Source: an optimization exercise on an open RTL-to-GDS flow (aim: small area). Production flows keep margins and buffers that such runs may drop. Function was checked by simulation only, so behaviour that the tests miss may differ from the original. The clock port is modelled as an ideal driver; clocking choices that lean on that would not hold on a real chip. Power figures rest on the tool's default switching activity, not on a simulated workload.

run 1:
==> flow/design.v (excerpt) <==
module jd_beacon #(
    parameter integer F_CLK         = 4000000,
    parameter integer TICK_PRESCALE = 26,
    parameter integer FAST_COUNTS   = 20,
    parameter integer SLOW_DIV      = 40,
    parameter integer BIT_CYCLES    = 200
) (
    input  wire        clk,
    input  wire        rst,
    input  wire        cmd_valid,
    input  wire [15:0] cmd,
    input  wire        rx_line,
    input  wire [7:0]  prov_byte,
    output wire        carrier,
    output wire        tx_line,
    output wire [2:0]  led,
    output wire        fast_tick,
    output wire        slow_tick,
    output wire        irq_fast,
    output wire        irq_slow,
    output wire        irq_rx,
    output wire [7:0]  rx_byte,
    output wire        prov_take,
    output wire        tx_done,
    output wire        tx_ready,
    output wire [$clog2(FAST_COUNTS)-1:0] tick_count,
    output wire        cmd_fault
);
clock: 10.0 ns
lec_check: 0
cap_margin: 0
core_margin: 4
core_utilization: 40
slew_margin: 0
standard.sh (not shown) runs the stock make flow with config.mk's settings and CLKGATE_MAP_FILE= SYNTH_SCRIPT=/design/flow/synth_recipe.tcl, a recipe that flattens the netlist after the stock synthesis.
==> flow/flow/run.sh <==
#!/bin/bash
# Layout: the standard flow (standard.sh) with
#  - synthesis: the standard script, abc run with flow/area.abc (area-oriented:
#    deepsyn AIG optimisation, &nf mapping, then mfs3 don't-care
#    resubstitution), and adders left to abc
#    instead of being mapped to half/full adder cells first (ADDER_MAP_FILE=);
#  - port buffers: sky130_fd_sc_hd__buf_1 on every input and output;
#  - CTS: clkbuf_8 buffers, no dummy loads; then lightly loaded ones
#    resized to clkbuf_4 (flow/cts_post.tcl).
# Each tool's full output is in ORFS's logs (orfs/logs); make's output in flow.log.
set -euo pipefail
HERE=$(pwd)
export FLOW_ABC_SCRIPT=$HERE/flow/area.abc
sed -e "s|SYNTH_SCRIPT=[^ ]*|SYNTH_SCRIPT=$HERE/flow/my_synth.tcl|" standard.sh > my_standard.sh
bash my_standard.sh \
  ADDER_MAP_FILE= \
  BUFFER_PORTS_ARGS="-buffer_cell sky130_fd_sc_hd__buf_1" \
  POST_CTS_TCL=$HERE/flow/cts_post.tcl \
  CTS_ARGS="-sink_clustering_enable -repair_clock_nets -buf_list {sky130_fd_sc_hd__clkbuf_2 sky130_fd_sc_hd__clkbuf_4 sky130_fd_sc_hd__clkbuf_8} -dont_use_dummy_load" \
  finish > flow.log 2>&1
==> flow/flow/area.abc <==
strash
&get -n
&deepsyn -I 1 -J 50
&dch -f
&nf -R 1000
&put
mfs3 -a -K 8 -H 5 -R 2
mfs3 -a
topo
stime -c
Other scripts of this flow, unchanged in this note and not shown: flow/flow/cts_post.tcl, flow/flow/my_synth.tcl
The following lists how run 2 was set up differently from run 1:
- changing CAP_MARGIN from 0 to 20
- changing CORE_UTILIZATION from 40 to 60
- changing SLEW_MARGIN from 0 to 20
==> notes.md <==
Looking at proportion of layout cells with a drive suffix above 1, run 2 sits 0.20 points below run 1. Looking only at non-clock buffer count, and setting everything else aside, the higher value of run 2 and run 1 goes to run 1. Max minimum clock period across run 2 and run 1: run 2. Going from run 1 to run 2, the layout-stage area growth over the synthesis result was found to have gone down by 1.6 points. Run 2 vs run 1 — average routed wire per standard cell dropped slightly. In the reports for run 2 and run 1, the larger area after detailed placement belongs to run 1. Run 2 leaves less setup margin than run 1.
Setup changes, run 2 to run 3
- GPL_TIMING_DRIVEN: unset -> 0
- CORE_UTILIZATION: 60 -> 40
Notes after the runs:
Of run 3 and run 2, run 3 shows the higher share of the clock period used by the worst path, with run 2 below it.
Min clock insertion delay at the later pin of the skew report across run 3 and run 2: run 2
Taking run 2 as the reference, in run 3 first-pass GRT wire length now sits higher, cell area higher.
A critical path capture point of tx_sr[4] is what run 2 shows, while tx_sr[6] belongs to run 3.
### run 3 -> run 4
- GPL_TIMING_DRIVEN no longer set, was 0
--- a/flow/flow/run.sh
+++ b/flow/flow/run.sh
@@ -3,5 +3,3 @@
 #  - synthesis: the standard script, abc run with flow/area.abc (area-oriented:
-#    deepsyn AIG optimisation, &nf mapping, then mfs3 don't-care
-#    resubstitution), and adders left to abc
-#    instead of being mapped to half/full adder cells first (ADDER_MAP_FILE=);
+#    deepsyn AIG optimisation, then &nf mapping);
 #  - port buffers: sky130_fd_sc_hd__buf_1 on every input and output;
@@ -15,3 +13,2 @@
 bash my_standard.sh \
-  ADDER_MAP_FILE= \
   BUFFER_PORTS_ARGS="-buffer_cell sky130_fd_sc_hd__buf_1" \
--- a/flow/flow/area.abc
+++ b/flow/flow/area.abc
@@ -6,4 +6,2 @@
 &put
-mfs3 -a -K 8 -H 5 -R 2
-mfs3 -a
 topo
[summary]
Between run 4 and run 3, the final total power does not differ in any meaningful way. Run 4 against run 3: time the worst path needs with I/O delays and setup shrank by 0.16 ns, cell count of the worst hold path shrank by 1.
Input changes introduced in run 5 (baseline for comparison: run 4):
--- a/flow/flow/run.sh
+++ b/flow/flow/run.sh
@@ -3,3 +3,5 @@
 #  - synthesis: the standard script, abc run with flow/area.abc (area-oriented:
-#    deepsyn AIG optimisation, then &nf mapping);
+#    deepsyn AIG optimisation, &nf mapping, then mfs3 don't-care
+#    resubstitution), and adders left to abc
+#    instead of being mapped to half/full adder cells first (ADDER_MAP_FILE=);
 #  - port buffers: sky130_fd_sc_hd__buf_1 on every input and output;
@@ -13,2 +15,3 @@
 bash my_standard.sh \
+  ADDER_MAP_FILE= \
   BUFFER_PORTS_ARGS="-buffer_cell sky130_fd_sc_hd__buf_1" \
--- a/flow/flow/area.abc
+++ b/flow/flow/area.abc
@@ -6,2 +6,4 @@
 &put
+mfs3 -a -K 8 -H 5 -R 2
+mfs3 -a
 topo
Results
Run 5 reached the final stage; the timing, design-rule and antenna checks on its layout passed. Of run 5 and run 4, it is run 5 that has the higher data required time at the worst endpoint. Going from run 4 to run 5, wire length of the first global-routing pass rose about 3%, global-route usage went up 1.1 points, share of synthesized area occupied by flip-flops and latches picked up an extra 1.6 points. Delta (run 5 minus run 4): clock network area share now sits at about the same level, wire length per cell now sits higher, core utilization now sits lower, die area now sits lower, area of placed instances now sits lower.
[inputs] run 6 vs run 5
--- a/flow/flow/run.sh
+++ b/flow/flow/run.sh
@@ -3,4 +3,3 @@
 #  - synthesis: the standard script, abc run with flow/area.abc (area-oriented:
-#    deepsyn AIG optimisation, &nf mapping, then mfs3 don't-care
-#    resubstitution), and adders left to abc
+#    deepsyn AIG optimisation, then &nf mapping), and adders left to abc
 #    instead of being mapped to half/full adder cells first (ADDER_MAP_FILE=);
--- a/flow/flow/area.abc
+++ b/flow/flow/area.abc
@@ -6,4 +6,2 @@
 &put
-mfs3 -a -K 8 -H 5 -R 2
-mfs3 -a
 topo
[summary]
- Run 6 vs. run 5: number of inserted filler cells in the final layout went down by 5; final setup slack of the worst path fell by 0.050 ns; design area has increased; global-route usage over all layers down 1.5 points.
- The total number of nets in the final design reported for run 6 is greater than that of run 5 by about 0.6%.
- Post-route minimum period, run 5 and run 6: lower on run 5
- Count of non-CTS buffers in the layout (lower): run 6
- Wire: run 6 routes less than run 5
- On data arrival time of the critical path: between run 5 and run 6, it ends up higher for run 6.

-- re-timing with driven ports --
The flow's constraints put no driver on any port. The routed layouts listed below were extracted and timed again, unchanged, in two steps.
Step 1 (the two cells are an assumption about what drives the block):
set clk [get_ports {clk}]
set_driving_cell -lib_cell sky130_fd_sc_hd__clkbuf_16 $clk
set_driving_cell -lib_cell sky130_fd_sc_hd__buf_2 [delete_from_list [all_inputs] $clk]
Step 2 moves the port delays by t, midway between the first and last clock arrival at a register: inputs arrive t later, outputs are due t later. That takes back most of the time a late clock gives input paths.
a / b / c = ideal / step 1 / step 2; a / b = the first two.
run | t, ns | setup slack, ns | hold WS [ns] | worst setup path at the end | pins driven straight from the clock port
run 1 | 0.466 | 6.134 / 6.134 / 5.733 | 0.447 / 0.447 / 0.447 | input to register | 1
run 2 | 0.454 | 6.065 / 6.065 / 5.759 | 0.448 / 0.448 / 0.448 | input to register | 1
run 3 | 0.471 | 5.901 / 5.910 / 5.440 | 0.447 / 0.447 / 0.447 | input to register | 1
run 4 | 0.437 | 6.057 / 6.026 / 5.656 | 0.427 / 0.427 / 0.427 | input to register | 1
run 5 | 0.466 | 6.134 / 6.134 / 5.733 | 0.447 / 0.447 / 0.447 | input to register | 1
run 6 | 0.450 | 6.084 / 6.084 / 5.742 | 0.416 / 0.416 / 0.416 | input to register | 1
After both steps every run listed still meets setup and hold. The setup slack of run 3, which loses most, moves by +0.009 ns with the drivers and by -0.461 ns with both steps.
